This design comes from an exercise in tuning for small area, a short achievable clock period and few clock cycles on the open sky130 flow, not from production work. Where RTL was checked, it was by simulation tests only, not by an equivalence proof against the original. Only the layout flow was run in run 1; the RTL was not checked for function there. Power and IR drop assume default switching activity.

===== design/flow/config.mk =====
export PLATFORM = sky130hd
export DESIGN_NAME = gvi_codec
export DESIGN_NICKNAME = gvi_codec
export VERILOG_FILES = /design/flow/design.v
export SDC_FILE = /design/flow/constraint.sdc
export NUM_CORES = 4
export LEC_CHECK = 0
export CAP_MARGIN = 20
export CORE_MARGIN = 2
export CORE_UTILIZATION = 40
export SETUP_SLACK_MARGIN = 4.2
export SLEW_MARGIN = 20

===== design/flow/flow/run.sh =====
#!/bin/bash
# The standard layout, with synthesis left to ABC for the adders: yosys's
# full/half-adder extraction (ADDER_MAP_FILE) is skipped, nothing else changes.
set -euo pipefail
bash standard.sh ADDER_MAP_FILE= finish > orfs_make.log 2>&1

===== design/flow/constraint.sdc =====
create_clock -name core_clock -period 7.0 [get_ports {clk}]
set_input_delay 1.4000 -clock core_clock [delete_from_list [all_inputs] [get_ports {clk}]]
set_output_delay 1.4000 -clock core_clock [all_outputs]
set_load 0.01 [all_outputs]

===== design/flow/design.v =====
module gvi_safe_enc (
    input  wire [7:0] r,
    output reg  [7:0] chr
);
    always @(*) begin
        case (r)
            8'd0: chr = 8'h41;
            8'd1: chr = 8'h42;
            8'd2: chr = 8'h43;
            8'd3: chr = 8'h44;
            8'd4: chr = 8'h45;
            8'd5: chr = 8'h46;
            8'd6: chr = 8'h47;
            8'd7: chr = 8'h48;
            8'd8: chr = 8'h49;
            8'd9: chr = 8'h4a;
            8'd10: chr = 8'h4b;
            8'd11: chr = 8'h4c;
            8'd12: chr = 8'h4d;
            8'd13: chr = 8'h4e;
            8'd14: chr = 8'h4f;
            8'd15: chr = 8'h50;
            8'd16: chr = 8'h51;
            8'd17: chr = 8'h52;
            8'd18: chr = 8'h53;
            8'd19: chr = 8'h54;
            8'd20: chr = 8'h55;
            8'd21: chr = 8'h56;
            8'd22: chr = 8'h57;
            8'd23: chr = 8'h58;
            8'd24: chr = 8'h59;
            8'd25: chr = 8'h5a;
            8'd26: chr = 8'h61;
            8'd27: chr = 8'h62;
            8'd28: chr = 8'h63;
            8'd29: chr = 8'h64;
            8'd30: chr = 8'h65;
            8'd31: chr = 8'h66;
            8'd32: chr = 8'h67;
            8'd33: chr = 8'h68;
            8'd34: chr = 8'h69;
            8'd35: chr = 8'h6a;
            8'd36: chr = 8'h6b;
            8'd37: chr = 8'h6c;
            8'd38: chr = 8'h6d;
            8'd39: chr = 8'h6e;
            8'd40: chr = 8'h6f;
            8'd41: chr = 8'h70;
            8'd42: chr = 8'h71;
            8'd43: chr = 8'h72;
            8'd44: chr = 8'h73;
            8'd45: chr = 8'h74;
            8'd46: chr = 8'h75;
            8'd47: chr = 8'h76;
            8'd48: chr = 8'h77;
            8'd49: chr = 8'h78;
            8'd50: chr = 8'h79;
            8'd51: chr = 8'h7a;
            8'd52: chr = 8'h30;
            8'd53: chr = 8'h31;
            8'd54: chr = 8'h32;
            8'd55: chr = 8'h33;
            8'd56: chr = 8'h34;
            8'd57: chr = 8'h35;
            8'd58: chr = 8'h36;
            8'd59: chr = 8'h37;
            8'd60: chr = 8'h38;
            8'd61: chr = 8'h39;
            8'd62: chr = 8'h21;
            8'd63: chr = 8'h23;
            8'd64: chr = 8'h24;
            8'd65: chr = 8'h25;
            8'd66: chr = 8'h26;
            8'd67: chr = 8'h28;
            8'd68: chr = 8'h29;
            8'd69: chr = 8'h2a;
            8'd70: chr = 8'h2b;
            8'd71: chr = 8'h2c;
            8'd72: chr = 8'h2d;
            8'd73: chr = 8'h2e;
            8'd74: chr = 8'h2f;
            8'd75: chr = 8'h3a;
            8'd76: chr = 8'h3b;
            8'd77: chr = 8'h3c;
            8'd78: chr = 8'h3d;
            8'd79: chr = 8'h3e;
            8'd80: chr = 8'h3f;
            8'd81: chr = 8'h5b;
            8'd82: chr = 8'h5d;
            8'd83: chr = 8'h5e;
            8'd84: chr = 8'h5f;
            8'd85: chr = 8'h7b;
            8'd86: chr = 8'h7c;
            8'd87: chr = 8'h7d;
            8'd88: chr = 8'h7e;
            8'd89: chr = 8'hc0;
            8'd90: chr = 8'hc1;
            8'd91: chr = 8'hc2;
            8'd92: chr = 8'hc3;
            8'd93: chr = 8'hc4;
            8'd94: chr = 8'hc5;
            8'd95: chr = 8'hc6;
            8'd96: chr = 8'hc7;
            8'd97: chr = 8'hc8;
            8'd98: chr = 8'hc9;
            8'd99: chr = 8'hca;
            8'd100: chr = 8'hcb;
            8'd101: chr = 8'hcc;
            8'd102: chr = 8'hcd;
            8'd103: chr = 8'hce;
            8'd104: chr = 8'hcf;
            8'd105: chr = 8'hd0;
            8'd106: chr = 8'hd1;
            8'd107: chr = 8'hd2;
            8'd108: chr = 8'hd3;
            8'd109: chr = 8'hd4;
            8'd110: chr = 8'hd5;
            8'd111: chr = 8'hd6;
            8'd112: chr = 8'hd8;
            8'd113: chr = 8'hd9;
            8'd114: chr = 8'hda;
            8'd115: chr = 8'hdb;
            8'd116: chr = 8'hdc;
            8'd117: chr = 8'hdd;
            8'd118: chr = 8'hde;
            8'd119: chr = 8'hdf;
            8'd120: chr = 8'he0;
            8'd121: chr = 8'he1;
            8'd122: chr = 8'h41;
            8'd123: chr = 8'h42;
            8'd124: chr = 8'h43;
            8'd125: chr = 8'h44;
            8'd126: chr = 8'h45;
            8'd127: chr = 8'h46;
            8'd128: chr = 8'h47;
            8'd129: chr = 8'h48;
            8'd130: chr = 8'h49;
            8'd131: chr = 8'h4a;
            8'd132: chr = 8'h4b;
            8'd133: chr = 8'h4c;
            8'd134: chr = 8'h4d;
            8'd135: chr = 8'h4e;
            8'd136: chr = 8'h4f;
            8'd137: chr = 8'h50;
            8'd138: chr = 8'h51;
            8'd139: chr = 8'h52;
            8'd140: chr = 8'h53;
            8'd141: chr = 8'h54;
            8'd142: chr = 8'h55;
            8'd143: chr = 8'h56;
            8'd144: chr = 8'h57;
            8'd145: chr = 8'h58;
            8'd146: chr = 8'h59;
            8'd147: chr = 8'h5a;
            8'd148: chr = 8'h5b;
            8'd149: chr = 8'h5c;
            8'd150: chr = 8'h5d;
            8'd151: chr = 8'h5e;
            8'd152: chr = 8'h5f;
            8'd153: chr = 8'h60;
            8'd154: chr = 8'h61;
            8'd155: chr = 8'h62;
            8'd156: chr = 8'h63;
            8'd157: chr = 8'h64;
            8'd158: chr = 8'h65;
            8'd159: chr = 8'h66;
            8'd160: chr = 8'h67;
            8'd161: chr = 8'h68;
            8'd162: chr = 8'h69;
            8'd163: chr = 8'h6a;
            8'd164: chr = 8'h6b;
            8'd165: chr = 8'h6c;
            8'd166: chr = 8'h6d;
            8'd167: chr = 8'h6e;
            8'd168: chr = 8'h6f;
            8'd169: chr = 8'h70;
            8'd170: chr = 8'h71;
            8'd171: chr = 8'h72;
            8'd172: chr = 8'h73;
            8'd173: chr = 8'h74;
            8'd174: chr = 8'h75;
            8'd175: chr = 8'h76;
            8'd176: chr = 8'h77;
            8'd177: chr = 8'h78;
            8'd178: chr = 8'h79;
            8'd179: chr = 8'h7a;
            8'd180: chr = 8'h7b;
            8'd181: chr = 8'h7c;
            8'd182: chr = 8'h7d;
            8'd183: chr = 8'h7e;
            8'd184: chr = 8'h7f;
            8'd185: chr = 8'h80;
            8'd186: chr = 8'h81;
            8'd187: chr = 8'h82;
            8'd188: chr = 8'h83;
            8'd189: chr = 8'h84;
            8'd190: chr = 8'h85;
            8'd191: chr = 8'h86;
            8'd192: chr = 8'h87;
            8'd193: chr = 8'h88;
            8'd194: chr = 8'h89;
            8'd195: chr = 8'h8a;
            8'd196: chr = 8'h8b;
            8'd197: chr = 8'h8c;
            8'd198: chr = 8'h8d;
            8'd199: chr = 8'h8e;
            8'd200: chr = 8'h8f;
            8'd201: chr = 8'h90;
            8'd202: chr = 8'h91;
            8'd203: chr = 8'h92;
            8'd204: chr = 8'h93;
            8'd205: chr = 8'h94;
            8'd206: chr = 8'h95;
            8'd207: chr = 8'h96;
            8'd208: chr = 8'h97;
            8'd209: chr = 8'h98;
            8'd210: chr = 8'h99;
            8'd211: chr = 8'h9a;
            8'd212: chr = 8'h9b;
            8'd213: chr = 8'h9c;
            8'd214: chr = 8'h9d;
            8'd215: chr = 8'h9e;
            8'd216: chr = 8'h9f;
            8'd217: chr = 8'ha0;
            8'd218: chr = 8'ha1;
            8'd219: chr = 8'ha2;
            8'd220: chr = 8'ha3;
            8'd221: chr = 8'ha4;
            8'd222: chr = 8'ha5;
            8'd223: chr = 8'ha6;
            8'd224: chr = 8'ha7;
            8'd225: chr = 8'ha8;
            8'd226: chr = 8'ha9;
            8'd227: chr = 8'haa;
            8'd228: chr = 8'hab;
            8'd229: chr = 8'hac;
            8'd230: chr = 8'had;
            8'd231: chr = 8'hae;
            8'd232: chr = 8'haf;
            8'd233: chr = 8'hb0;
            8'd234: chr = 8'hb1;
            8'd235: chr = 8'hb2;
            8'd236: chr = 8'hb3;
            8'd237: chr = 8'hb4;
            8'd238: chr = 8'hb5;
            8'd239: chr = 8'hb6;
            8'd240: chr = 8'hb7;
            8'd241: chr = 8'hb8;
            8'd242: chr = 8'hb9;
            8'd243: chr = 8'hba;
            8'd244: chr = 8'hbb;
            8'd245: chr = 8'hbc;
            8'd246: chr = 8'hbd;
            8'd247: chr = 8'hbe;
            8'd248: chr = 8'hbf;
            8'd249: chr = 8'hc0;
            8'd250: chr = 8'hc1;
            8'd251: chr = 8'hc2;
            8'd252: chr = 8'hc3;
            8'd253: chr = 8'hc4;
            8'd254: chr = 8'hc5;
            8'd255: chr = 8'hc6;
            default: chr = 8'h00;
        endcase
    end
endmodule
module gvi_safe_dec (
    input  wire [7:0] chr,
    output reg        hit,
    output reg  [6:0] idx
);
    always @(*) begin
        case (chr)
            8'h00: begin hit = 1'b0; idx = 7'd4; end
            8'h01: begin hit = 1'b0; idx = 7'd5; end
            8'h02: begin hit = 1'b0; idx = 7'd6; end
            8'h03: begin hit = 1'b0; idx = 7'd7; end
            8'h04: begin hit = 1'b0; idx = 7'd8; end
            8'h05: begin hit = 1'b0; idx = 7'd9; end
            8'h06: begin hit = 1'b0; idx = 7'd10; end
            8'h07: begin hit = 1'b0; idx = 7'd11; end
            8'h08: begin hit = 1'b0; idx = 7'd12; end
            8'h09: begin hit = 1'b0; idx = 7'd13; end
            8'h0a: begin hit = 1'b0; idx = 7'd14; end
            8'h0b: begin hit = 1'b0; idx = 7'd15; end
            8'h0c: begin hit = 1'b0; idx = 7'd16; end
            8'h0d: begin hit = 1'b0; idx = 7'd17; end
            8'h0e: begin hit = 1'b0; idx = 7'd18; end
            8'h0f: begin hit = 1'b0; idx = 7'd19; end
            8'h10: begin hit = 1'b0; idx = 7'd20; end
            8'h11: begin hit = 1'b0; idx = 7'd21; end
            8'h12: begin hit = 1'b0; idx = 7'd22; end
            8'h13: begin hit = 1'b0; idx = 7'd23; end
            8'h14: begin hit = 1'b0; idx = 7'd24; end
            8'h15: begin hit = 1'b0; idx = 7'd25; end
            8'h16: begin hit = 1'b0; idx = 7'd26; end
            8'h17: begin hit = 1'b0; idx = 7'd27; end
            8'h18: begin hit = 1'b0; idx = 7'd28; end
            8'h19: begin hit = 1'b0; idx = 7'd29; end
            8'h1a: begin hit = 1'b0; idx = 7'd30; end
            8'h1b: begin hit = 1'b0; idx = 7'd31; end
            8'h1c: begin hit = 1'b0; idx = 7'd32; end
            8'h1d: begin hit = 1'b0; idx = 7'd33; end
            8'h1e: begin hit = 1'b0; idx = 7'd34; end
            8'h1f: begin hit = 1'b0; idx = 7'd35; end
            8'h20: begin hit = 1'b0; idx = 7'd36; end
            8'h21: begin hit = 1'b1; idx = 7'd62; end
            8'h22: begin hit = 1'b0; idx = 7'd38; end
            8'h23: begin hit = 1'b1; idx = 7'd63; end
            8'h24: begin hit = 1'b1; idx = 7'd64; end
            8'h25: begin hit = 1'b1; idx = 7'd65; end
            8'h26: begin hit = 1'b1; idx = 7'd66; end
            8'h27: begin hit = 1'b0; idx = 7'd43; end
            8'h28: begin hit = 1'b1; idx = 7'd67; end
            8'h29: begin hit = 1'b1; idx = 7'd68; end
            8'h2a: begin hit = 1'b1; idx = 7'd69; end
            8'h2b: begin hit = 1'b1; idx = 7'd70; end
            8'h2c: begin hit = 1'b1; idx = 7'd71; end
            8'h2d: begin hit = 1'b1; idx = 7'd72; end
            8'h2e: begin hit = 1'b1; idx = 7'd73; end
            8'h2f: begin hit = 1'b1; idx = 7'd74; end
            8'h30: begin hit = 1'b1; idx = 7'd52; end
            8'h31: begin hit = 1'b1; idx = 7'd53; end
            8'h32: begin hit = 1'b1; idx = 7'd54; end
            8'h33: begin hit = 1'b1; idx = 7'd55; end
            8'h34: begin hit = 1'b1; idx = 7'd56; end
            8'h35: begin hit = 1'b1; idx = 7'd57; end
            8'h36: begin hit = 1'b1; idx = 7'd58; end
            8'h37: begin hit = 1'b1; idx = 7'd59; end
            8'h38: begin hit = 1'b1; idx = 7'd60; end
            8'h39: begin hit = 1'b1; idx = 7'd61; end
            8'h3a: begin hit = 1'b1; idx = 7'd75; end
            8'h3b: begin hit = 1'b1; idx = 7'd76; end
            8'h3c: begin hit = 1'b1; idx = 7'd77; end
            8'h3d: begin hit = 1'b1; idx = 7'd78; end
            8'h3e: begin hit = 1'b1; idx = 7'd79; end
            8'h3f: begin hit = 1'b1; idx = 7'd80; end
            8'h40: begin hit = 1'b0; idx = 7'd127; end
            8'h41: begin hit = 1'b1; idx = 7'd0; end
            8'h42: begin hit = 1'b1; idx = 7'd1; end
            8'h43: begin hit = 1'b1; idx = 7'd2; end
            8'h44: begin hit = 1'b1; idx = 7'd3; end
            8'h45: begin hit = 1'b1; idx = 7'd4; end
            8'h46: begin hit = 1'b1; idx = 7'd5; end
            8'h47: begin hit = 1'b1; idx = 7'd6; end
            8'h48: begin hit = 1'b1; idx = 7'd7; end
            8'h49: begin hit = 1'b1; idx = 7'd8; end
            8'h4a: begin hit = 1'b1; idx = 7'd9; end
            8'h4b: begin hit = 1'b1; idx = 7'd10; end
            8'h4c: begin hit = 1'b1; idx = 7'd11; end
            8'h4d: begin hit = 1'b1; idx = 7'd12; end
            8'h4e: begin hit = 1'b1; idx = 7'd13; end
            8'h4f: begin hit = 1'b1; idx = 7'd14; end
            8'h50: begin hit = 1'b1; idx = 7'd15; end
            8'h51: begin hit = 1'b1; idx = 7'd16; end
            8'h52: begin hit = 1'b1; idx = 7'd17; end
            8'h53: begin hit = 1'b1; idx = 7'd18; end
            8'h54: begin hit = 1'b1; idx = 7'd19; end
            8'h55: begin hit = 1'b1; idx = 7'd20; end
            8'h56: begin hit = 1'b1; idx = 7'd21; end
            8'h57: begin hit = 1'b1; idx = 7'd22; end
            8'h58: begin hit = 1'b1; idx = 7'd23; end
            8'h59: begin hit = 1'b1; idx = 7'd24; end
            8'h5a: begin hit = 1'b1; idx = 7'd25; end
            8'h5b: begin hit = 1'b1; idx = 7'd81; end
            8'h5c: begin hit = 1'b0; idx = 7'd27; end
            8'h5d: begin hit = 1'b1; idx = 7'd82; end
            8'h5e: begin hit = 1'b1; idx = 7'd83; end
            8'h5f: begin hit = 1'b1; idx = 7'd84; end
            8'h60: begin hit = 1'b0; idx = 7'd25; end
            8'h61: begin hit = 1'b1; idx = 7'd26; end
            8'h62: begin hit = 1'b1; idx = 7'd27; end
            8'h63: begin hit = 1'b1; idx = 7'd28; end
            8'h64: begin hit = 1'b1; idx = 7'd29; end
            8'h65: begin hit = 1'b1; idx = 7'd30; end
            8'h66: begin hit = 1'b1; idx = 7'd31; end
            8'h67: begin hit = 1'b1; idx = 7'd32; end
            8'h68: begin hit = 1'b1; idx = 7'd33; end
            8'h69: begin hit = 1'b1; idx = 7'd34; end
            8'h6a: begin hit = 1'b1; idx = 7'd35; end
            8'h6b: begin hit = 1'b1; idx = 7'd36; end
            8'h6c: begin hit = 1'b1; idx = 7'd37; end
            8'h6d: begin hit = 1'b1; idx = 7'd38; end
            8'h6e: begin hit = 1'b1; idx = 7'd39; end
            8'h6f: begin hit = 1'b1; idx = 7'd40; end
            8'h70: begin hit = 1'b1; idx = 7'd41; end
            8'h71: begin hit = 1'b1; idx = 7'd42; end
            8'h72: begin hit = 1'b1; idx = 7'd43; end
            8'h73: begin hit = 1'b1; idx = 7'd44; end
            8'h74: begin hit = 1'b1; idx = 7'd45; end
            8'h75: begin hit = 1'b1; idx = 7'd46; end
            8'h76: begin hit = 1'b1; idx = 7'd47; end
            8'h77: begin hit = 1'b1; idx = 7'd48; end
            8'h78: begin hit = 1'b1; idx = 7'd49; end
            8'h79: begin hit = 1'b1; idx = 7'd50; end
            8'h7a: begin hit = 1'b1; idx = 7'd51; end
            8'h7b: begin hit = 1'b1; idx = 7'd85; end
            8'h7c: begin hit = 1'b1; idx = 7'd86; end
            8'h7d: begin hit = 1'b1; idx = 7'd87; end
            8'h7e: begin hit = 1'b1; idx = 7'd88; end
            8'h7f: begin hit = 1'b0; idx = 7'd56; end
            8'h80: begin hit = 1'b0; idx = 7'd57; end
            8'h81: begin hit = 1'b0; idx = 7'd58; end
            8'h82: begin hit = 1'b0; idx = 7'd59; end
            8'h83: begin hit = 1'b0; idx = 7'd60; end
            8'h84: begin hit = 1'b0; idx = 7'd61; end
            8'h85: begin hit = 1'b0; idx = 7'd62; end
            8'h86: begin hit = 1'b0; idx = 7'd63; end
            8'h87: begin hit = 1'b0; idx = 7'd64; end
            8'h88: begin hit = 1'b0; idx = 7'd65; end
            8'h89: begin hit = 1'b0; idx = 7'd66; end
            8'h8a: begin hit = 1'b0; idx = 7'd67; end
            8'h8b: begin hit = 1'b0; idx = 7'd68; end
            8'h8c: begin hit = 1'b0; idx = 7'd69; end
            8'h8d: begin hit = 1'b0; idx = 7'd70; end
            8'h8e: begin hit = 1'b0; idx = 7'd71; end
            8'h8f: begin hit = 1'b0; idx = 7'd72; end
            8'h90: begin hit = 1'b0; idx = 7'd73; end
            8'h91: begin hit = 1'b0; idx = 7'd74; end
            8'h92: begin hit = 1'b0; idx = 7'd75; end
            8'h93: begin hit = 1'b0; idx = 7'd76; end
            8'h94: begin hit = 1'b0; idx = 7'd77; end
            8'h95: begin hit = 1'b0; idx = 7'd78; end
            8'h96: begin hit = 1'b0; idx = 7'd79; end
            8'h97: begin hit = 1'b0; idx = 7'd80; end
            8'h98: begin hit = 1'b0; idx = 7'd81; end
            8'h99: begin hit = 1'b0; idx = 7'd82; end
            8'h9a: begin hit = 1'b0; idx = 7'd83; end
            8'h9b: begin hit = 1'b0; idx = 7'd84; end
            8'h9c: begin hit = 1'b0; idx = 7'd85; end
            8'h9d: begin hit = 1'b0; idx = 7'd86; end
            8'h9e: begin hit = 1'b0; idx = 7'd55; end
            8'h9f: begin hit = 1'b0; idx = 7'd56; end
            8'ha0: begin hit = 1'b0; idx = 7'd57; end
            8'ha1: begin hit = 1'b0; idx = 7'd58; end
            8'ha2: begin hit = 1'b0; idx = 7'd59; end
            8'ha3: begin hit = 1'b0; idx = 7'd60; end
            8'ha4: begin hit = 1'b0; idx = 7'd61; end
            8'ha5: begin hit = 1'b0; idx = 7'd62; end
            8'ha6: begin hit = 1'b0; idx = 7'd63; end
            8'ha7: begin hit = 1'b0; idx = 7'd64; end
            8'ha8: begin hit = 1'b0; idx = 7'd65; end
            8'ha9: begin hit = 1'b0; idx = 7'd66; end
            8'haa: begin hit = 1'b0; idx = 7'd67; end
            8'hab: begin hit = 1'b0; idx = 7'd68; end
            8'hac: begin hit = 1'b0; idx = 7'd69; end
            8'had: begin hit = 1'b0; idx = 7'd70; end
            8'hae: begin hit = 1'b0; idx = 7'd71; end
            8'haf: begin hit = 1'b0; idx = 7'd72; end
            8'hb0: begin hit = 1'b0; idx = 7'd73; end
            8'hb1: begin hit = 1'b0; idx = 7'd74; end
            8'hb2: begin hit = 1'b0; idx = 7'd75; end
            8'hb3: begin hit = 1'b0; idx = 7'd76; end
            8'hb4: begin hit = 1'b0; idx = 7'd77; end
            8'hb5: begin hit = 1'b0; idx = 7'd78; end
            8'hb6: begin hit = 1'b0; idx = 7'd79; end
            8'hb7: begin hit = 1'b0; idx = 7'd80; end
            8'hb8: begin hit = 1'b0; idx = 7'd81; end
            8'hb9: begin hit = 1'b0; idx = 7'd82; end
            8'hba: begin hit = 1'b0; idx = 7'd83; end
            8'hbb: begin hit = 1'b0; idx = 7'd84; end
            8'hbc: begin hit = 1'b0; idx = 7'd85; end
            8'hbd: begin hit = 1'b0; idx = 7'd86; end
            8'hbe: begin hit = 1'b0; idx = 7'd87; end
            8'hbf: begin hit = 1'b0; idx = 7'd88; end
            8'hc0: begin hit = 1'b1; idx = 7'd89; end
            8'hc1: begin hit = 1'b1; idx = 7'd90; end
            8'hc2: begin hit = 1'b1; idx = 7'd91; end
            8'hc3: begin hit = 1'b1; idx = 7'd92; end
            8'hc4: begin hit = 1'b1; idx = 7'd93; end
            8'hc5: begin hit = 1'b1; idx = 7'd94; end
            8'hc6: begin hit = 1'b1; idx = 7'd95; end
            8'hc7: begin hit = 1'b1; idx = 7'd96; end
            8'hc8: begin hit = 1'b1; idx = 7'd97; end
            8'hc9: begin hit = 1'b1; idx = 7'd98; end
            8'hca: begin hit = 1'b1; idx = 7'd99; end
            8'hcb: begin hit = 1'b1; idx = 7'd100; end
            8'hcc: begin hit = 1'b1; idx = 7'd101; end
            8'hcd: begin hit = 1'b1; idx = 7'd102; end
            8'hce: begin hit = 1'b1; idx = 7'd103; end
            8'hcf: begin hit = 1'b1; idx = 7'd104; end
            8'hd0: begin hit = 1'b1; idx = 7'd105; end
            8'hd1: begin hit = 1'b1; idx = 7'd106; end
            8'hd2: begin hit = 1'b1; idx = 7'd107; end
            8'hd3: begin hit = 1'b1; idx = 7'd108; end
            8'hd4: begin hit = 1'b1; idx = 7'd109; end
            8'hd5: begin hit = 1'b1; idx = 7'd110; end
            8'hd6: begin hit = 1'b1; idx = 7'd111; end
            8'hd7: begin hit = 1'b0; idx = 7'd112; end
            8'hd8: begin hit = 1'b1; idx = 7'd112; end
            8'hd9: begin hit = 1'b1; idx = 7'd113; end
            8'hda: begin hit = 1'b1; idx = 7'd114; end
            8'hdb: begin hit = 1'b1; idx = 7'd115; end
            8'hdc: begin hit = 1'b1; idx = 7'd116; end
            8'hdd: begin hit = 1'b1; idx = 7'd117; end
            8'hde: begin hit = 1'b1; idx = 7'd118; end
            8'hdf: begin hit = 1'b1; idx = 7'd119; end
            8'he0: begin hit = 1'b1; idx = 7'd120; end
            8'he1: begin hit = 1'b1; idx = 7'd121; end
            8'he2: begin hit = 1'b0; idx = 7'd122; end
            8'he3: begin hit = 1'b0; idx = 7'd123; end
            8'he4: begin hit = 1'b0; idx = 7'd124; end
            8'he5: begin hit = 1'b0; idx = 7'd125; end
            8'he6: begin hit = 1'b0; idx = 7'd126; end
            8'he7: begin hit = 1'b0; idx = 7'd127; end
            8'he8: begin hit = 1'b0; idx = 7'd0; end
            8'he9: begin hit = 1'b0; idx = 7'd1; end
            8'hea: begin hit = 1'b0; idx = 7'd2; end
            8'heb: begin hit = 1'b0; idx = 7'd3; end
            8'hec: begin hit = 1'b0; idx = 7'd4; end
            8'hed: begin hit = 1'b0; idx = 7'd5; end
            8'hee: begin hit = 1'b0; idx = 7'd6; end
            8'hef: begin hit = 1'b0; idx = 7'd7; end
            8'hf0: begin hit = 1'b0; idx = 7'd8; end
            8'hf1: begin hit = 1'b0; idx = 7'd9; end
            8'hf2: begin hit = 1'b0; idx = 7'd10; end
            8'hf3: begin hit = 1'b0; idx = 7'd11; end
            8'hf4: begin hit = 1'b0; idx = 7'd12; end
            8'hf5: begin hit = 1'b0; idx = 7'd13; end
            8'hf6: begin hit = 1'b0; idx = 7'd14; end
            8'hf7: begin hit = 1'b0; idx = 7'd15; end
            8'hf8: begin hit = 1'b0; idx = 7'd16; end
            8'hf9: begin hit = 1'b0; idx = 7'd17; end
            8'hfa: begin hit = 1'b0; idx = 7'd18; end
            8'hfb: begin hit = 1'b0; idx = 7'd19; end
            8'hfc: begin hit = 1'b0; idx = 7'd20; end
            8'hfd: begin hit = 1'b0; idx = 7'd21; end
            8'hfe: begin hit = 1'b0; idx = 7'd22; end
            8'hff: begin hit = 1'b0; idx = 7'd23; end
            default: begin hit = 1'b0; idx = 7'd0; end
        endcase
    end
endmodule
module gvi_encoder (
    input  wire       clk,
    input  wire       rst,
    input  wire       in_valid,
    output wire       in_ready,
    input  wire [3:0] in_nib,
    input  wire       in_last,
    input  wire [3:0] in_shift,
    output wire       out_valid,
    input  wire       out_ready,
    output wire [7:0] out_char,
    output wire       out_last
);
    reg [13:0] buf_r;      
    reg  [2:0] wn;         
    reg        rh;         
    reg        full;       
    reg        drain;      
    reg        first;      
    reg        ph;         
    reg  [3:0] mshift;
    reg  [7:0] ochar;
    reg        ovalid, olast;
    wire [3:0] k0 = {wn[1:0], wn[2], 1'b0};                   
    wire [3:0] k1 = k0[3] ? k0 - 4'd7 : k0 + 4'd7;            
    wire [3:0] k  = full ? 4'd14 : (rh ? k1 : k0);
    assign in_ready  = !drain && (k <= 4'd10);
    assign out_valid = ovalid;
    assign out_char  = ochar;
    assign out_last  = olast;
    wire in_fire = in_valid & in_ready;
    wire [6:0] win = rh ? {buf_r[7], buf_r[8], buf_r[9], buf_r[10], buf_r[11], buf_r[12], buf_r[13]}
                        : {buf_r[0], buf_r[1], buf_r[2], buf_r[3], buf_r[4], buf_r[5], buf_r[6]};
    wire [6:0] mask = {1'b1, k > 4'd1, k > 4'd2, k > 4'd3, k > 4'd4, k > 4'd5, k > 4'd6};
    wire [6:0] sym  = win & mask;
    wire have  = (k >= 4'd7) | (drain & (k != 4'd0));
    wire ofree = !ovalid | out_ready;
    wire esc   = (sym[6:3] == 4'b1111) & (sym[2] | sym[1]);
    wire load  = ofree & have;
    wire pop   = load & (!esc | ph);
    wire fin   = drain & (k <= 4'd7);        
    wire [7:0] safe_chr;
    gvi_safe_enc u_enc (.r({1'b0, sym} + {4'd0, mshift}), .chr(safe_chr));
    wire [2:0] esc_d = sym[2:0] - 3'd2;
    always @(posedge clk) begin
        if (rst) begin
            wn     <= 3'd0;
            rh     <= 1'b0;
            full   <= 1'b0;
            drain  <= 1'b0;
            first  <= 1'b1;
            ph     <= 1'b0;
            ovalid <= 1'b0;
        end else begin
            if (in_fire) begin
                if (wn == 3'd0) buf_r[0] <= in_nib[3];
                if (wn == 3'd3) buf_r[0] <= in_nib[1];
                if (wn == 3'd0) buf_r[1] <= in_nib[2];
                if (wn == 3'd3) buf_r[1] <= in_nib[0];
                if (wn == 3'd0) buf_r[2] <= in_nib[1];
                if (wn == 3'd4) buf_r[2] <= in_nib[3];
                if (wn == 3'd0) buf_r[3] <= in_nib[0];
                if (wn == 3'd4) buf_r[3] <= in_nib[2];
                if (wn == 3'd1) buf_r[4] <= in_nib[3];
                if (wn == 3'd4) buf_r[4] <= in_nib[1];
                if (wn == 3'd1) buf_r[5] <= in_nib[2];
                if (wn == 3'd4) buf_r[5] <= in_nib[0];
                if (wn == 3'd1) buf_r[6] <= in_nib[1];
                if (wn == 3'd5) buf_r[6] <= in_nib[3];
                if (wn == 3'd1) buf_r[7] <= in_nib[0];
                if (wn == 3'd5) buf_r[7] <= in_nib[2];
                if (wn == 3'd2) buf_r[8] <= in_nib[3];
                if (wn == 3'd5) buf_r[8] <= in_nib[1];
                if (wn == 3'd2) buf_r[9] <= in_nib[2];
                if (wn == 3'd5) buf_r[9] <= in_nib[0];
                if (wn == 3'd2) buf_r[10] <= in_nib[1];
                if (wn == 3'd6) buf_r[10] <= in_nib[3];
                if (wn == 3'd2) buf_r[11] <= in_nib[0];
                if (wn == 3'd6) buf_r[11] <= in_nib[2];
                if (wn == 3'd3) buf_r[12] <= in_nib[3];
                if (wn == 3'd6) buf_r[12] <= in_nib[1];
                if (wn == 3'd3) buf_r[13] <= in_nib[2];
                if (wn == 3'd6) buf_r[13] <= in_nib[0];
                wn    <= (wn == 3'd6) ? 3'd0 : wn + 3'd1;
                first <= in_last;
                if (first) mshift <= in_shift;
                if (in_last) drain <= 1'b1;
            end
            if (ofree) ovalid <= have;
            if (load) begin
                if (esc & !ph) begin
                    ochar <= 8'h40;
                    olast <= 1'b0;
                    ph    <= 1'b1;
                end else begin
                    ochar <= esc ? {5'b00110, esc_d} : safe_chr;
                    olast <= fin;
                    ph    <= 1'b0;
                end
            end
            if (pop & fin) begin
                rh    <= 1'b0;
                wn    <= 3'd0;
                full  <= 1'b0;
                drain <= 1'b0;
            end else begin
                full <= pop ? 1'b0 : (full | (in_fire & !rh & (wn == 3'd6)));
                if (pop) rh <= !rh;
            end
        end
    end
endmodule
module gvi_decoder (
    input  wire       clk,
    input  wire       rst,
    input  wire       in_valid,
    output wire       in_ready,
    input  wire [7:0] in_char,
    input  wire       in_last,
    input  wire [3:0] in_shift,
    output wire       out_valid,
    input  wire       out_ready,
    output wire [3:0] out_nib,
    output wire [1:0] out_err,
    output wire       out_last
);
    localparam [1:0] E_NONE = 2'd0, E_CHAR = 2'd1, E_TRUNC = 2'd2, E_ESC = 2'd3;
    reg  [6:0] cidx;
    reg        chit;       
    reg        c_at;       
    reg        cd05;       
    reg        clast, cv;
    reg        first;      
    reg  [3:0] mshift;
    reg        esc_pend;   
    reg        skipping;   
    reg [13:0] buf_r;
    reg        wh;         
    reg  [2:0] rn;         
    reg        full;       
    reg        drain;      
    reg  [1:0] derr;       
    reg  [3:0] onib;
    reg  [1:0] oerr;
    reg        ovalid, olast;
    wire [3:0] kk0;
    assign kk0 = (rn == 3'd0) ? 4'd0 : (rn == 3'd1) ? 4'd10 : (rn == 3'd2) ? 4'd6 : (rn == 3'd3) ? 4'd2 :
                 (rn == 3'd4) ? 4'd12 : (rn == 3'd5) ? 4'd8 : 4'd4;    
    wire [3:0] k1 = kk0[3] ? kk0 - 4'd7 : kk0 + 4'd7;         
    wire [3:0] k  = full ? 4'd14 : (wh ? k1 : kk0);
    assign in_ready  = !cv | skipping | (!drain & ((k <= 4'd7) | c_at));
    assign out_valid = ovalid;
    assign out_nib   = onib;
    assign out_err   = oerr;
    assign out_last  = olast;
    wire in_fire = in_valid & in_ready;
    wire ofree = !ovalid | out_ready;
    wire rd    = ofree & (k >= 4'd4);
    wire erd   = ofree & !(k >= 4'd4) & drain & (derr != E_NONE);
    wire rfin  = rd & drain & (derr == E_NONE) & (k < 4'd8);    
    reg  [3:0] rnib;
    always @(*) begin
        case (rn)
            3'd0: rnib = {buf_r[0],  buf_r[1],  buf_r[2],  buf_r[3]};
            3'd1: rnib = {buf_r[4],  buf_r[5],  buf_r[6],  buf_r[7]};
            3'd2: rnib = {buf_r[8],  buf_r[9],  buf_r[10], buf_r[11]};
            3'd3: rnib = {buf_r[12], buf_r[13], buf_r[0],  buf_r[1]};
            3'd4: rnib = {buf_r[2],  buf_r[3],  buf_r[4],  buf_r[5]};
            3'd5: rnib = {buf_r[6],  buf_r[7],  buf_r[8],  buf_r[9]};
            default: rnib = {buf_r[10], buf_r[11], buf_r[12], buf_r[13]};
        endcase
    end
    wire done = rfin | erd;    
    wire       in_hit;
    wire [6:0] in_idx;
    gvi_safe_dec u_dec (.chr(in_char), .hit(in_hit), .idx(in_idx));
    wire [7:0] sub  = {1'b0, cidx} - {4'd0, mshift};
    wire [6:0] rsym = sub[7] ? (sub[6:0] + 7'd122) : sub[6:0];
    reg        want_wr;    
    reg  [6:0] psym;
    reg  [1:0] perr;
    always @(*) begin
        want_wr = 1'b0;
        psym    = rsym;
        perr    = E_NONE;
        if (esc_pend) begin
            psym = {4'b1111, cidx[2:0] - 3'd2};    
            if (cd05) want_wr = 1'b1;
            else perr = E_ESC;
        end else if (c_at) begin
            if (clast) perr = E_TRUNC;
        end else if (chit) begin
            want_wr = 1'b1;
        end else begin
            perr = E_CHAR;
        end
    end
    wire       room  = (k <= 4'd7);
    wire       proc  = cv & (skipping | (!drain & (!want_wr | room)));
    wire       wr    = proc & !skipping & want_wr;
    wire       bw    = cv & !drain & room;
    wire       perr_go = proc & !skipping & (perr != E_NONE);
    wire       fin_in  = (wr & clast) | perr_go;    
    integer i;
    always @(posedge clk) begin
        if (rst) begin
            cv       <= 1'b0;
            first    <= 1'b1;
            esc_pend <= 1'b0;
            skipping <= 1'b0;
            wh       <= 1'b0;
            rn       <= 3'd0;
            full     <= 1'b0;
            drain    <= 1'b0;
            derr     <= E_NONE;
            ovalid   <= 1'b0;
        end else begin
            if (in_fire) begin
                cidx  <= in_idx;
                chit  <= in_hit;
                c_at  <= (in_char == 8'h40);
                cd05  <= (in_char[7:3] == 5'b00110) & !(in_char[2] & in_char[1]);
                clast <= in_last;
                first <= in_last;
                if (first) mshift <= in_shift;
            end
            if (in_fire) cv <= 1'b1;
            else if (proc) cv <= 1'b0;
            if (proc) begin
                if (skipping) begin
                    if (clast) skipping <= 1'b0;
                end else begin
                    esc_pend <= !esc_pend & c_at & !clast;
                    if (perr != E_NONE) begin
                        derr     <= perr;
                        skipping <= !clast;
                    end
                end
            end
            if (bw) begin
                for (i = 0; i < 7; i = i + 1)
                    if (wh) buf_r[7 + i] <= psym[6 - i];
                    else    buf_r[i]     <= psym[6 - i];
            end
            if (wr) wh <= !wh;
            if (ofree) begin
                ovalid <= rd | erd;
                onib   <= rnib;
                oerr   <= rd ? E_NONE : derr;
                olast  <= rfin | erd;
            end
            if (rd) rn <= (rn == 3'd6) ? 3'd0 : rn + 3'd1;
            if (done) begin
                drain <= 1'b0;
                derr  <= E_NONE;
                full  <= 1'b0;
                wh    <= 1'b0;
                rn    <= 3'd0;
            end else begin
                if (fin_in) drain <= 1'b1;
                full <= wr ? (wh & (rd ? rn == 3'd6 : rn == 3'd0)) : (full & !rd);
            end
        end
    end
endmodule
module gvi_codec (
    input  wire       clk,
    input  wire       rst,
    input  wire       enc_in_valid,
    output wire       enc_in_ready,
    input  wire [3:0] enc_in_nib,
    input  wire       enc_in_last,
    input  wire [3:0] enc_in_shift,
    output wire       enc_out_valid,
    input  wire       enc_out_ready,
    output wire [7:0] enc_out_char,
    output wire       enc_out_last,
    input  wire       dec_in_valid,
    output wire       dec_in_ready,
    input  wire [7:0] dec_in_char,
    input  wire       dec_in_last,
    input  wire [3:0] dec_in_shift,
    output wire       dec_out_valid,
    input  wire       dec_out_ready,
    output wire [3:0] dec_out_nib,
    output wire [1:0] dec_out_err,
    output wire       dec_out_last
);
    gvi_encoder u_encoder (
        .clk(clk), .rst(rst),
        .in_valid(enc_in_valid), .in_ready(enc_in_ready),
        .in_nib(enc_in_nib), .in_last(enc_in_last), .in_shift(enc_in_shift),
        .out_valid(enc_out_valid), .out_ready(enc_out_ready),
        .out_char(enc_out_char), .out_last(enc_out_last)
    );
    gvi_decoder u_decoder (
        .clk(clk), .rst(rst),
        .in_valid(dec_in_valid), .in_ready(dec_in_ready),
        .in_char(dec_in_char), .in_last(dec_in_last), .in_shift(dec_in_shift),
        .out_valid(dec_out_valid), .out_ready(dec_out_ready),
        .out_nib(dec_out_nib), .out_err(dec_out_err), .out_last(dec_out_last)
    );
endmodule

===== design/flow/standard.sh =====
#!/bin/bash
# synth_recipe.tcl (not shown) runs the flow's synth.tcl, then flattens the netlist and writes it again
# the make line also repeats each setting of config.mk as NAME=value (left out here)
make -C /OpenROAD-flow-scripts/flow DESIGN_CONFIG=/design/flow/config.mk WORK_HOME=/design/flow/orfs CLKGATE_MAP_FILE= SYNTH_SCRIPT=/design/flow/synth_recipe.tcl "${@:-finish}"

==> run notes, run 1 <==
status=complete, no violations; Sw Ratio=34.0%; Synth area leaders=edfxtp_1 29%, dfxtp_1 6.8%, a21oi_1 5.0%; Max Cap Viol=0; most frequent cell after synthesis=nand2_1; Via Count=6416; Placed Area=7010 µm²; DP HPWL=11800 µm; layout cell share with drive strength beyond 1=27.3%; Sequential Power Share=31.2%; RSZ-0062 raised after global routing=yes; Die Height=131 µm; leakage=3.03 nW; number of synthesized flops with an enable pin=63; first-pass GRT wire length=29400 µm; Core ar.=15800 µm²; endpoints failing setup=0; hold_buf cts=0; post-synthesis cell area=6460 µm²; kind of critical path=register to register; Synth Area in XOR/XNOR=5.10%; final core utilization=54.0%; Power Dens Cells=236 nW/µm²; vias per inst=6.00; CTS root buf=clkbuf_16; Primary FF master, synth=edfxtp_1; ant diodes=0; Max FO, Critical Path=7; Synth warnings=4; initial drt markers=447; hold path start=u_decoder.first; Die X=131 µm; Synth Area in Compound Gates=27.0%; Initial Utilization=40.8%; asr flop ratio synth=0%; Clk Latency, worst-skew pair=0.34 ns; final slew viol count=0; multiplexer share of the synthesized area=4.69%; Synth Register Bits=85; cell area after layout=8550 µm²; syn_nets=790; Final #Nets=877; period utilisation layout=44.4%; cells after synthesis=762; initial antenna violation count=0; main combinational cell family by area after synthesis=compound AO/OA/AOI/OAI gates; htree depth=3; DR WL/cell=17.4 µm; post-synth top area cell=edfxtp_1; largest net degree at the start of global routing=29; Tmin final=3.11 ns; part of the Yosys area used for sequential elements=36.1%; FF-to-FF Start=u_encoder.wn[1]; P_int=0.00133 W; count of cell types in the netlist=90; post-synthesis simple-gate area fraction=21.6%; CTS clk-pin slew, worst paths=0.07 ns; Final TNS setup=0 ns; slew margin rel.=56.1%; fmax=322 MHz; number of cell rows=46; total CTS buffers=9; post-route ant nets=0; Peak supply drop=0.158 mV; Comb pwr share=41.0%; area share of fa/ha/maj cells after synthesis=0.465%; total track usage=21.5%; Die ar.=17200 µm²; Psw=0.000685 W; Critical Path RT=7.22 ns; final hold vios=0; critical path data arrival time=3.33 ns; Layout area overhead=32.4%; I/O pin cnt=48; synth cell count leaders=85 x nand2_1, 66 x nor2_1, 65 x a21oi_1, 63 x edfxtp_1, 59 x o21ai_0; DRC=0; CP Launch Point=u_encoder.wn[1]; area share of the largest cell type after synthesis=29.3%; Mean Syn Cell Area=8.47 µm²; Worst Setup End Kind=register; Worst setup SP type=register; clock tree sinks=85; TritonCTS clock tree=yes; Setup Skew=0.00534 ns; total gr overflow=0; worst hold path class=register to register; Routed WL=18600 µm; Pre-Repair DR Iteration Count=5; Worst Tran Pin Value=0.658 ns; PortBufs=47; clock tree buffer depth=2; clock power share=27.8%; vias in the first global route=5951; RD Place Congestion=0.905
## timing repair
action,4_1_cts,5_1_grt
cloned,1,0
pin swaps,34,23
buffers inserted,65,18
resized for setup,129,44
setup endpoints to repair,62,45
## cell families (layout without fill, tap and decap cells)
| family | count (synthesis) | after routing |
|---|---|---|
| AOI/OAI and AO/OA | 258 | 258 |
| xor gates and xnor gates | 32 | 32 |
| muxes | 27 | 27 |
| and+or+nand+nor | 281 | 282 |
| buffers and inverters | 76 | 167 |
| DFF | 85 | 85 |
| adders and majority gates | 3 | 3 |
## worst max-delay path, stage by stage, from the launching register on
cell and delay, ns:
dfxtp_4 0.42, buf_6 0.15, nor4_4 0.05, a211oi_4 0.40, buf_12 0.17, xnor2_4 0.07, a211oi_2 0.28, or2_4 0.24
xnor2_4 0.14, buf_12 0.15, a31oi_1 0.07, or4_1 0.47, o211ai_1 0.17, a31o_1 0.19
## flip-flops by register name, summed over array words and instances (netlist names), 4 cells and up
| name | flops |
|---|---|
| u_encoder.buf_r | 14 |
| u_decoder.buf_r | 14 |
| u_encoder.mshift | 4 |
| u_decoder.cidx | 7 |
| u_decoder.onib | 4 |
| u_encoder.ochar | 8 |
| u_decoder.mshift | 4 |
## stage by stage
step / total power (W) / hold WS [ns] / worst slack [ns] / std cells
2_1_floorplan: 0.00110 / 0.427 / 4.13 / 762
3_3_place_gp: 0.00123 / 0.446 / 2.74 / 970
3_5_place_dp: 0.00124 / 0.457 / 2.65 / 970
4_1_cts: 0.00195 / 0.474 / 3.93 / 1052
5_1_grt: 0.00212 / 0.498 / 3.78 / 1070
6_report: 0.00202 / 0.466 / 3.89 / 1070
## placed cells by master, fill, tap and decap left out, types with 8 or more instances in the layout
cell	instances
a211oi_1	13
a21oi_1	63
a31oi_1	13
buf_4	73
buf_6	12
clkbuf_16	9
clkdlybuf4s50_1	37
dfxtp_1	13
dfxtp_4	9
edfxtp_1	63
inv_1	17
mux2_2	16
mux2i_1	9
nand2_1	79
nand2b_1	11
nand3_1	17
nor2_1	54
nor2_2	10
nor2b_1	14
nor3_1	20
o21ai_0	55
o22ai_1	14
xnor2_1	19
xnor2_4	8
## power groups by stage
stage	clock network (W)	logic [W]	registers (W)
final	0.000560	0.000827	0.000630
after global routing	0.000592	0.000895	0.000634
after CTS	0.000569	0.000755	0.000630
after detailed placement	0	0.000586	0.000658
after global placement	0	0.000576	0.000655
after floorplan	0	0.000469	0.000631
## area by class of cell
cell class                      instances  area, µm²
Multi-Input combinational cell        602       4320
Sequential cell                        85       2370
Fill cell                            1355       7280
Clock buffer                            9        225
Timing Repair Buffer                  132       1170
Inverter                               19       77.6
Tap cell                              216        270
Clock inverter                          7        126
## final timing paths
kind,endpoint,slack [ns],cells after the start
hold / removal,u_decoder.first,0.47,1
setup / recovery,u_encoder.ochar[2],3.89,13
hold reg to reg,u_decoder.first,0.47,1
setup reg to reg,u_encoder.ochar[2],3.89,13
## metal layers
layer / GRT usage, % / up-vias / share of wire (%)
met5: 0 / - / 0
met4: 8.26 / 0 / 2.9
met3: 3.94 / 47 / 5.9
met2: 35.9 / 267 / 48
met1: 27.9 / 3072 / 43
li1: - / 3030 / -
==> run 2: changes to the inputs <==
--- a/design/flow/design.v
+++ b/design/flow/design.v
@@ -550,14 +550,24 @@
     reg        full;       
     reg        drain;      
     reg        first;      
-    reg        ph;         
     reg  [3:0] mshift;
+    reg  [7:0] pr;
+    reg        pv, pesc, plast;
     reg  [7:0] ochar;
     reg        ovalid, olast;
-    wire [3:0] k0 = {wn[1:0], wn[2], 1'b0};                   
-    wire [3:0] k1 = k0[3] ? k0 - 4'd7 : k0 + 4'd7;            
-    wire [3:0] k  = full ? 4'd14 : (rh ? k1 : k0);
-    assign in_ready  = !drain && (k <= 4'd10);
+    reg        ph;         
+    reg        in_ready_r;
+    function [3:0] kbits(input [2:0] n, input h, input f);
+        reg [3:0] k0;
+        begin
+            k0 = {n[1:0], n[2], 1'b0};                            
+            if (f) kbits = 4'd14;
+            else if (h) kbits = k0[3] ? k0 - 4'd7 : k0 + 4'd7;   
+            else kbits = k0;
+        end
+    endfunction
+    wire [3:0] k = kbits(wn, rh, full);
+    assign in_ready  = in_ready_r;
     assign out_valid = ovalid;
     assign out_char  = ochar;
     assign out_last  = olast;
@@ -566,46 +576,59 @@
                         : {buf_r[0], buf_r[1], buf_r[2], buf_r[3], buf_r[4], buf_r[5], buf_r[6]};
     wire [6:0] mask = {1'b1, k > 4'd1, k > 4'd2, k > 4'd3, k > 4'd4, k > 4'd5, k > 4'd6};
     wire [6:0] sym  = win & mask;
-    wire have  = (k >= 4'd7) | (drain & (k != 4'd0));
+    wire       esc  = (sym[6:3] == 4'b1111) & (sym[2] | sym[1]);
+    wire       have = (k >= 4'd7) | (drain & (k != 4'd0));
+    wire       fin  = drain & (k <= 4'd7);        
     wire ofree = !ovalid | out_ready;
-    wire esc   = (sym[6:3] == 4'b1111) & (sym[2] | sym[1]);
-    wire load  = ofree & have;
-    wire pop   = load & (!esc | ph);
-    wire fin   = drain & (k <= 4'd7);        
+    wire pmove = ofree & pv & (!pesc | ph);
+    wire pfree = !pv | pmove;
+    wire pop   = pfree & have;
     wire [7:0] safe_chr;
-    gvi_safe_enc u_enc (.r({1'b0, sym} + {4'd0, mshift}), .chr(safe_chr));
-    wire [2:0] esc_d = sym[2:0] - 3'd2;
+    gvi_safe_enc u_enc (.r(pr), .chr(safe_chr));
+    wire       refin   = pop & fin;               
+    wire       drain_n = !refin & (drain | (in_fire & in_last));
+    wire [2:0] wn_n    = refin ? 3'd0 : !in_fire ? wn : (wn == 3'd6) ? 3'd0 : wn + 3'd1;
+    wire       rh_n    = !refin & (rh ^ pop);
+    wire       full_n  = !refin & !pop & (full | (in_fire & !rh & (wn == 3'd6)));
+    wire [3:0] k_n     = kbits(wn_n, rh_n, full_n);
     always @(posedge clk) begin
         if (rst) begin
+            in_ready_r <= 1'b1;
             wn     <= 3'd0;
             rh     <= 1'b0;
             full   <= 1'b0;
             drain  <= 1'b0;
             first  <= 1'b1;
+            pv     <= 1'b0;
             ph     <= 1'b0;
             ovalid <= 1'b0;
         end else begin
+            in_ready_r <= !drain_n & (k_n <= 4'd10);
+            drain <= drain_n;
+            wn    <= wn_n;
+            rh    <= rh_n;
+            full  <= full_n;
             if (in_fire) begin
-                if (wn == 3'd0) buf_r[0] <= in_nib[3];
-                if (wn == 3'd3) buf_r[0] <= in_nib[1];
-                if (wn == 3'd0) buf_r[1] <= in_nib[2];
-                if (wn == 3'd3) buf_r[1] <= in_nib[0];
-                if (wn == 3'd0) buf_r[2] <= in_nib[1];
-                if (wn == 3'd4) buf_r[2] <= in_nib[3];
-                if (wn == 3'd0) buf_r[3] <= in_nib[0];
-                if (wn == 3'd4) buf_r[3] <= in_nib[2];
-                if (wn == 3'd1) buf_r[4] <= in_nib[3];
-                if (wn == 3'd4) buf_r[4] <= in_nib[1];
-                if (wn == 3'd1) buf_r[5] <= in_nib[2];
-                if (wn == 3'd4) buf_r[5] <= in_nib[0];
-                if (wn == 3'd1) buf_r[6] <= in_nib[1];
-                if (wn == 3'd5) buf_r[6] <= in_nib[3];
-                if (wn == 3'd1) buf_r[7] <= in_nib[0];
-                if (wn == 3'd5) buf_r[7] <= in_nib[2];
-                if (wn == 3'd2) buf_r[8] <= in_nib[3];
-                if (wn == 3'd5) buf_r[8] <= in_nib[1];
-                if (wn == 3'd2) buf_r[9] <= in_nib[2];
-                if (wn == 3'd5) buf_r[9] <= in_nib[0];
+                if (wn == 3'd0) buf_r[0]  <= in_nib[3];
+                if (wn == 3'd3) buf_r[0]  <= in_nib[1];
+                if (wn == 3'd0) buf_r[1]  <= in_nib[2];
+                if (wn == 3'd3) buf_r[1]  <= in_nib[0];
+                if (wn == 3'd0) buf_r[2]  <= in_nib[1];
+                if (wn == 3'd4) buf_r[2]  <= in_nib[3];
+                if (wn == 3'd0) buf_r[3]  <= in_nib[0];
+                if (wn == 3'd4) buf_r[3]  <= in_nib[2];
+                if (wn == 3'd1) buf_r[4]  <= in_nib[3];
+                if (wn == 3'd4) buf_r[4]  <= in_nib[1];
+                if (wn == 3'd1) buf_r[5]  <= in_nib[2];
+                if (wn == 3'd4) buf_r[5]  <= in_nib[0];
+                if (wn == 3'd1) buf_r[6]  <= in_nib[1];
+                if (wn == 3'd5) buf_r[6]  <= in_nib[3];
+                if (wn == 3'd1) buf_r[7]  <= in_nib[0];
+                if (wn == 3'd5) buf_r[7]  <= in_nib[2];
+                if (wn == 3'd2) buf_r[8]  <= in_nib[3];
+                if (wn == 3'd5) buf_r[8]  <= in_nib[1];
+                if (wn == 3'd2) buf_r[9]  <= in_nib[2];
+                if (wn == 3'd5) buf_r[9]  <= in_nib[0];
                 if (wn == 3'd2) buf_r[10] <= in_nib[1];
                 if (wn == 3'd6) buf_r[10] <= in_nib[3];
                 if (wn == 3'd2) buf_r[11] <= in_nib[0];
@@ -614,32 +637,27 @@
                 if (wn == 3'd6) buf_r[12] <= in_nib[1];
                 if (wn == 3'd3) buf_r[13] <= in_nib[2];
                 if (wn == 3'd6) buf_r[13] <= in_nib[0];
-                wn    <= (wn == 3'd6) ? 3'd0 : wn + 3'd1;
                 first <= in_last;
                 if (first) mshift <= in_shift;
-                if (in_last) drain <= 1'b1;
             end
-            if (ofree) ovalid <= have;
-            if (load) begin
-                if (esc & !ph) begin
+            if (pfree) pv <= have;
+            if (pop) begin
+                pr    <= esc ? {5'd0, sym[2:0] - 3'd2} : {1'b0, sym} + {4'd0, mshift};
+                pesc  <= esc;
+                plast <= fin;
+            end
+            if (ofree) ovalid <= pv;
+            if (ofree & pv) begin
+                if (pesc & !ph) begin
                     ochar <= 8'h40;
                     olast <= 1'b0;
                     ph    <= 1'b1;
                 end else begin
-                    ochar <= esc ? {5'b00110, esc_d} : safe_chr;
-                    olast <= fin;
+                    ochar <= pesc ? {5'b00110, pr[2:0]} : safe_chr;
+                    olast <= plast;
                     ph    <= 1'b0;
                 end
             end
-            if (pop & fin) begin
-                rh    <= 1'b0;
-                wn    <= 3'd0;
-                full  <= 1'b0;
-                drain <= 1'b0;
-            end else begin
-                full <= pop ? 1'b0 : (full | (in_fire & !rh & (wn == 3'd6)));
-                if (pop) rh <= !rh;
-            end
         end
     end
 endmodule
@@ -676,12 +694,19 @@
     reg  [3:0] onib;
     reg  [1:0] oerr;
     reg        ovalid, olast;
-    wire [3:0] kk0;
-    assign kk0 = (rn == 3'd0) ? 4'd0 : (rn == 3'd1) ? 4'd10 : (rn == 3'd2) ? 4'd6 : (rn == 3'd3) ? 4'd2 :
-                 (rn == 3'd4) ? 4'd12 : (rn == 3'd5) ? 4'd8 : 4'd4;    
-    wire [3:0] k1 = kk0[3] ? kk0 - 4'd7 : kk0 + 4'd7;         
-    wire [3:0] k  = full ? 4'd14 : (wh ? k1 : kk0);
-    assign in_ready  = !cv | skipping | (!drain & ((k <= 4'd7) | c_at));
+    reg        in_ready_r;
+    function [3:0] kbits(input [2:0] n, input h, input f);
+        reg [3:0] k0;
+        begin
+            k0 = (n == 3'd0) ? 4'd0 : (n == 3'd1) ? 4'd10 : (n == 3'd2) ? 4'd6 : (n == 3'd3) ? 4'd2 :
+                 (n == 3'd4) ? 4'd12 : (n == 3'd5) ? 4'd8 : 4'd4;       
+            if (f) kbits = 4'd14;
+            else if (h) kbits = k0[3] ? k0 - 4'd7 : k0 + 4'd7;     
+            else kbits = k0;
+        end
+    endfunction
+    wire [3:0] k = kbits(rn, wh, full);
+    assign in_ready  = in_ready_r;
     assign out_valid = ovalid;
     assign out_nib   = onib;
     assign out_err   = oerr;
@@ -734,6 +759,24 @@
     wire       bw    = cv & !drain & room;
     wire       perr_go = proc & !skipping & (perr != E_NONE);
     wire       fin_in  = (wr & clast) | perr_go;    
+    wire       cv_n   = in_fire | (cv & !proc);
+    wire       c_at_n = in_fire ? (in_char == 8'h40) : c_at;
+    reg        skipping_n;
+    always @(*) begin
+        skipping_n = skipping;
+        if (proc) begin
+            if (skipping) begin
+                if (clast) skipping_n = 1'b0;
+            end else if (perr != E_NONE) begin
+                skipping_n = !clast;
+            end
+        end
+    end
+    wire       drain_n = !done & (drain | fin_in);
+    wire       wh_n    = !done & (wh ^ wr);
+    wire [2:0] rn_n    = done ? 3'd0 : !rd ? rn : (rn == 3'd6) ? 3'd0 : rn + 3'd1;
+    wire       full_n  = !done & (wr ? (wh & (rd ? rn == 3'd6 : rn == 3'd0)) : (full & !rd));
+    wire [3:0] k_n     = kbits(rn_n, wh_n, full_n);
     integer i;
     always @(posedge clk) begin
         if (rst) begin
@@ -747,7 +790,15 @@
             drain    <= 1'b0;
             derr     <= E_NONE;
             ovalid   <= 1'b0;
+            in_ready_r <= 1'b1;
         end else begin
+            in_ready_r <= !cv_n | skipping_n | (!drain_n & ((k_n <= 4'd7) | c_at_n));
+            cv       <= cv_n;
+            skipping <= skipping_n;
+            drain    <= drain_n;
+            wh       <= wh_n;
+            rn       <= rn_n;
+            full     <= full_n;
             if (in_fire) begin
                 cidx  <= in_idx;
                 chit  <= in_hit;
@@ -757,42 +808,22 @@
                 first <= in_last;
                 if (first) mshift <= in_shift;
             end
-            if (in_fire) cv <= 1'b1;
-            else if (proc) cv <= 1'b0;
-            if (proc) begin
-                if (skipping) begin
-                    if (clast) skipping <= 1'b0;
-                end else begin
-                    esc_pend <= !esc_pend & c_at & !clast;
-                    if (perr != E_NONE) begin
-                        derr     <= perr;
-                        skipping <= !clast;
-                    end
-                end
+            if (proc & !skipping) begin
+                esc_pend <= !esc_pend & c_at & !clast;
+                if (perr != E_NONE) derr <= perr;
             end
             if (bw) begin
                 for (i = 0; i < 7; i = i + 1)
                     if (wh) buf_r[7 + i] <= psym[6 - i];
                     else    buf_r[i]     <= psym[6 - i];
             end
-            if (wr) wh <= !wh;
             if (ofree) begin
                 ovalid <= rd | erd;
                 onib   <= rnib;
                 oerr   <= rd ? E_NONE : derr;
                 olast  <= rfin | erd;
             end
-            if (rd) rn <= (rn == 3'd6) ? 3'd0 : rn + 3'd1;
-            if (done) begin
-                drain <= 1'b0;
-                derr  <= E_NONE;
-                full  <= 1'b0;
-                wh    <= 1'b0;
-                rn    <= 3'd0;
-            end else begin
-                if (fin_in) drain <= 1'b1;
-                full <= wr ? (wh & (rd ? rn == 3'd6 : rn == 3'd0)) : (full & !rd);
-            end
+            if (done) derr <= E_NONE;
         end
     end
 endmodule
==> design/flow/flow/run.sh (replaced) <==
#!/bin/bash
# The standard layout with two synthesis/placement choices changed:
# - yosys's full/half-adder extraction (ADDER_MAP_FILE) is skipped, so ABC
#   maps the adders and comparators with the rest of the logic;
# - the port buffers that placement inserts are buf_1 cells.
set -euo pipefail
bash standard.sh ADDER_MAP_FILE= "BUFFER_PORTS_ARGS=-buffer_cell sky130_fd_sc_hd__buf_1" finish > orfs_make.log 2>&1
--- a/design/flow/config.mk
+++ b/design/flow/config.mk
@@ -8,5 +8,7 @@
 export CAP_MARGIN = 20
 export CORE_MARGIN = 2
 export CORE_UTILIZATION = 40
-export SETUP_SLACK_MARGIN = 4.2
+export CTS_BUF_LIST = sky130_fd_sc_hd__clkbuf_4 sky130_fd_sc_hd__clkbuf_8
+export CTS_CLUSTER_SIZE = 30
+export SETUP_SLACK_MARGIN = 4.4
 export SLEW_MARGIN = 20
==> run notes, run 2 <==
Synth area leaders=edfxtp_1 33%, dfxtp_1 7.5%, a21oi_1 4.7%; syn_nets=797 (+0.89%); total gr overflow=0 (unchanged); slew margin rel.=45.8% (-10 points); DRC=0 (unchanged); Peak supply drop=0.137 mV (-13%); number of synthesized flops with an enable pin=73 (+16%); vias per inst=5.77 (-3.8%); Placed Area=6960 µm² (-0.68%); PortBufs=47 (unchanged); Routed WL=15900 µm (-14%); Worst Tran Pin Value=0.807 ns (+0.148 ns); Worst Setup End Kind=register; critical path data arrival time=2.78 ns (-0.55 ns); Clk Latency, worst-skew pair=0.39 ns (+0.05 ns); RSZ-0062 raised after global routing=yes; I/O pin cnt=48 (unchanged); critical path endpoint=u_decoder.cidx[3]; htree depth=3 (unchanged); Die Height=133 µm (+1.8%); count of cell types in the netlist=85 (-5.6%); Power Dens Cells=219 nW/µm² (-7.2%); asr flop ratio synth=0% (unchanged); clock tree sinks=98 (+15%); crit-path cells=buf_6 > clkinvlp_4 > buf_4 > a221oi_1 > nor2_1 > a2111oi_2 > nor3_1 > a21oi_1; fillers=1613 (+19%); worst hold path class=register to register; Top Registers=u_decoder.buf_r x14, u_encoder.buf_r x14; Setup Skew=0.0104 ns (+0.00508 ns); worst stage delay on the critical path=0.30 ns (-0.17 ns); Primary FF master, synth=edfxtp_1; Max Cap Viol=0 (unchanged); kind of critical path=primary input to register; status=complete, no violations; reg2reg end=u_decoder.buf_r[11]; Initial Utilization=40.7% (-0.14 points); FF-to-FF Start=u_decoder.cidx[2]; most frequent cells in the layout=83 x nand2_1, 73 x edfxtp_1, 66 x nor2_1; clock tree buffer depth=2 (unchanged); period utilisation layout=36.2% (-8.2 points); ant diodes=0 (unchanged); reg-to-reg setup timing slack=4.56 ns (+0.67 ns); Overall Power=0.00160 W (-21%); final slew viol count=0 (unchanged); Die ar.=17800 µm² (+3.6%); Max FO, Critical Path=16 (+9); Worst setup SP type=primary input; hold_buf cts=0 (unchanged); synth cell count leaders=84 x nand2_1, 73 x edfxtp_1, 72 x nor2_1, 63 x a21oi_1, 53 x o21ai_0; first-pass GRT wire length=26400 µm (-10%); cell area after layout=7320 µm² (-14%); Final #Nets=808 (-7.9%); layout cell share with drive strength beyond 1=13.0% (-14 points); CTS clk-pin slew, worst paths=0.10 ns (+0.03 ns); total track usage=18.0% (-3.6 points); Via Count=5798 (-9.6%); largest net degree at the start of global routing=33 (+14%); Synth Register Bits=98 (+15%); initial drt markers=679 (+52%); DP HPWL=11100 µm (-6.1%); Layout area overhead=9.33%; Mean Syn Cell Area=8.70 µm² (+2.7%); total CTS buffers=9 (unchanged); leakage=2.44 nW (-19%); area share of the largest cell type after synthesis=32.7% (+3.5 points); final hold vios=0 (unchanged); vias in the first global route=5376 (-9.7%); CTS root buf=clkbuf_8; CP Launch Point=dec_in_char[3]; Pre-Repair DR Iteration Count=5 (unchanged); Core ar.=16500 µm² (+4.0%); initial antenna violation count=0 (unchanged); Die X=133 µm (+1.8%); Slowest-stage cell, CP=a2111oi_2; part of the Yosys area used for sequential elements=40.2% (+4.1 points); endpoints failing setup=0 (unchanged); Final TNS setup=0 ns (unchanged); number of cell rows=47 (+2.2%); RD Place Congestion=0.881 (-2.7%); fmax=395 MHz (+23%); post-route ant nets=0 (unchanged); post-synth top area cell=edfxtp_1; R2R depth=7 (-6); Synth warnings=4 (unchanged); DR WL/cell=15.8 µm (-8.7%); cells after synthesis=769 (+0.92%); Tmin final=2.53 ns (-0.575 ns); most frequent cell after synthesis=nand2_1; post-synthesis cell area=6690 µm² (+3.7%); TritonCTS clock tree=yes; commonest non-fill, non-tap cell in the layout=nand2_1; Critical Path RT=7.25 ns (+0.03 ns)
## run 2: cell types whose count changed in the layout (fill, tap and decap cells not counted), sizes merged, moves of 5 or more
| cell | previous run | this run |
|---|---|---|
| buf | 91 | 55 |
| mux2 | 16 | 22 |
| edfxtp | 63 | 73 |
| a31oi | 15 | 10 |
| o22ai | 17 | 10 |
| o31ai | 4 | 13 |
| xnor2 | 27 | 20 |
| clkdlybuf4s50 | 37 | 0 |
| nor2b | 15 | 23 |
## run 2: power by group
| group | switching [W] | internal, W | leakage (nW) | total [W] |
|---|---|---|---|---|
| Clock | 0.000220 | 0.000136 | 0.0872 | 0.000356 |
| Sequential | 0.0000896 | 0.000696 | 0.884 | 0.000785 |
| Combinational | 0.000259 | 0.000202 | 1.47 | 0.000461 |
| Total | 0.000568 | 0.00103 | 2.44 | 0.00160 |
## run 2: worst min-delay path by stage
stage               slack (ns)         endpoint       startpoint  depth (start not counted)
finish                    0.49  u_encoder.first  u_encoder.first                          2
global route              0.52  u_encoder.first  u_encoder.first                          2
CTS                       0.50  u_encoder.first  u_encoder.first                          2
detailed placement        0.47  u_encoder.first  u_encoder.first                          2
global placement          0.45  u_encoder.first  u_encoder.first                          2
floorplan                 0.43  u_encoder.first  u_encoder.first                          2
## run 2: layout make-up
cell class	instances	area [µm²]	share of cell area, %
clock buffer	9	124	1.69
clock inverter	7	61.3	0.838
inverter	22	96.3	1.32
multi-input combinational	593	3770	51.5
sequential	98	2700	36.9
tap	220	275	3.76
timing repair buffer	56	297	4.05
## run 2: what timing repair did
action	in CTS	in global routing
gates cloned	0	0
setup buffers	0	7
pin swaps	0	1
setup endpoints to repair	14	26
resized for setup	26	23
## run 2: per-stage QoR
stage,worst slack (ns),instances,util [%],hold WS [ns]
3_5_place_dp,3.45,982,42.3,0.470
2_1_floorplan,4.21,769,-,0.429
3_3_place_gp,3.49,982,42.3,0.451
5_1_grt,4.37,1005,44.4,0.522
4_1_cts,4.42,998,43.6,0.496
6_report,4.47,1005,44.4,0.485
## run 2: routing by layer
| metal | track usage, % | part of all wire, % | vias up |
|---|---|---|---|
| met5 | 0 | 0 | - |
| met4 | 6.50 | 2.1 | 0 |
| met3 | 3.31 | 5.4 | 32 |
| met2 | 27.4 | 45 | 211 |
| met1 | 25.5 | 48 | 2685 |
| li1 | - | - | 2870 |
## run 2: cell families after synthesis
kind of cell               count (synthesis)  share of synthesized area [%]
and+or+nand+nor                          293                           21.6
buffers and inverters                     78                           4.73
adders and majority gates                  1                          0.150
xor gates and xnor gates                  27                           3.53
AOI/OAI and AO/OA                        236                           23.4
DFF                                       98                           40.2
muxes                                     36                           6.36
## run 2: worst max-delay path, delay by kind of cell
kind                   cells  cell delay (ns)
AOI/OAI and AO/OA          3             0.70
buffers and inverters      3             0.49
and+or+nand+nor            2             0.19
Testbench counts of run 2, summed over its fixed seeds: cycles 36,153.

[re-timing with driven ports]
Ports are ideal in the flow. The routed layouts listed here were re-timed in OpenROAD. Step 1: set_driving_cell puts a clkbuf_16 on clk and a buf_2 on each other input, an assumption about the parent block. Step 2 adds t to the input delays and takes it off the output delays; t is the mean of the earliest and latest rising clock arrival at the registers after step 1. Input paths then give back, and output paths get back, about the clock's delay inside the block. a / b / c = ideal ports / drivers / drivers and shift; a / b = the first two.
run | t (ns) | slack for setup (ns) | hold slack, ns | worst setup path at the end | cell pins on the clock port's net
run 1 | 0.384 | 3.892 / 3.892 / 3.892 | 0.466 / 0.466 / 0.466 | register to register | 1
run 2 | 0.420 | 4.466 / 4.463 / 4.043 | 0.485 / 0.485 / 0.485 | input to register | 1
After both steps setup and hold are still met in every run listed. For run 2, which loses most, drivers alone change the setup slack by -0.003 ns; drivers and shift together by -0.423 ns.
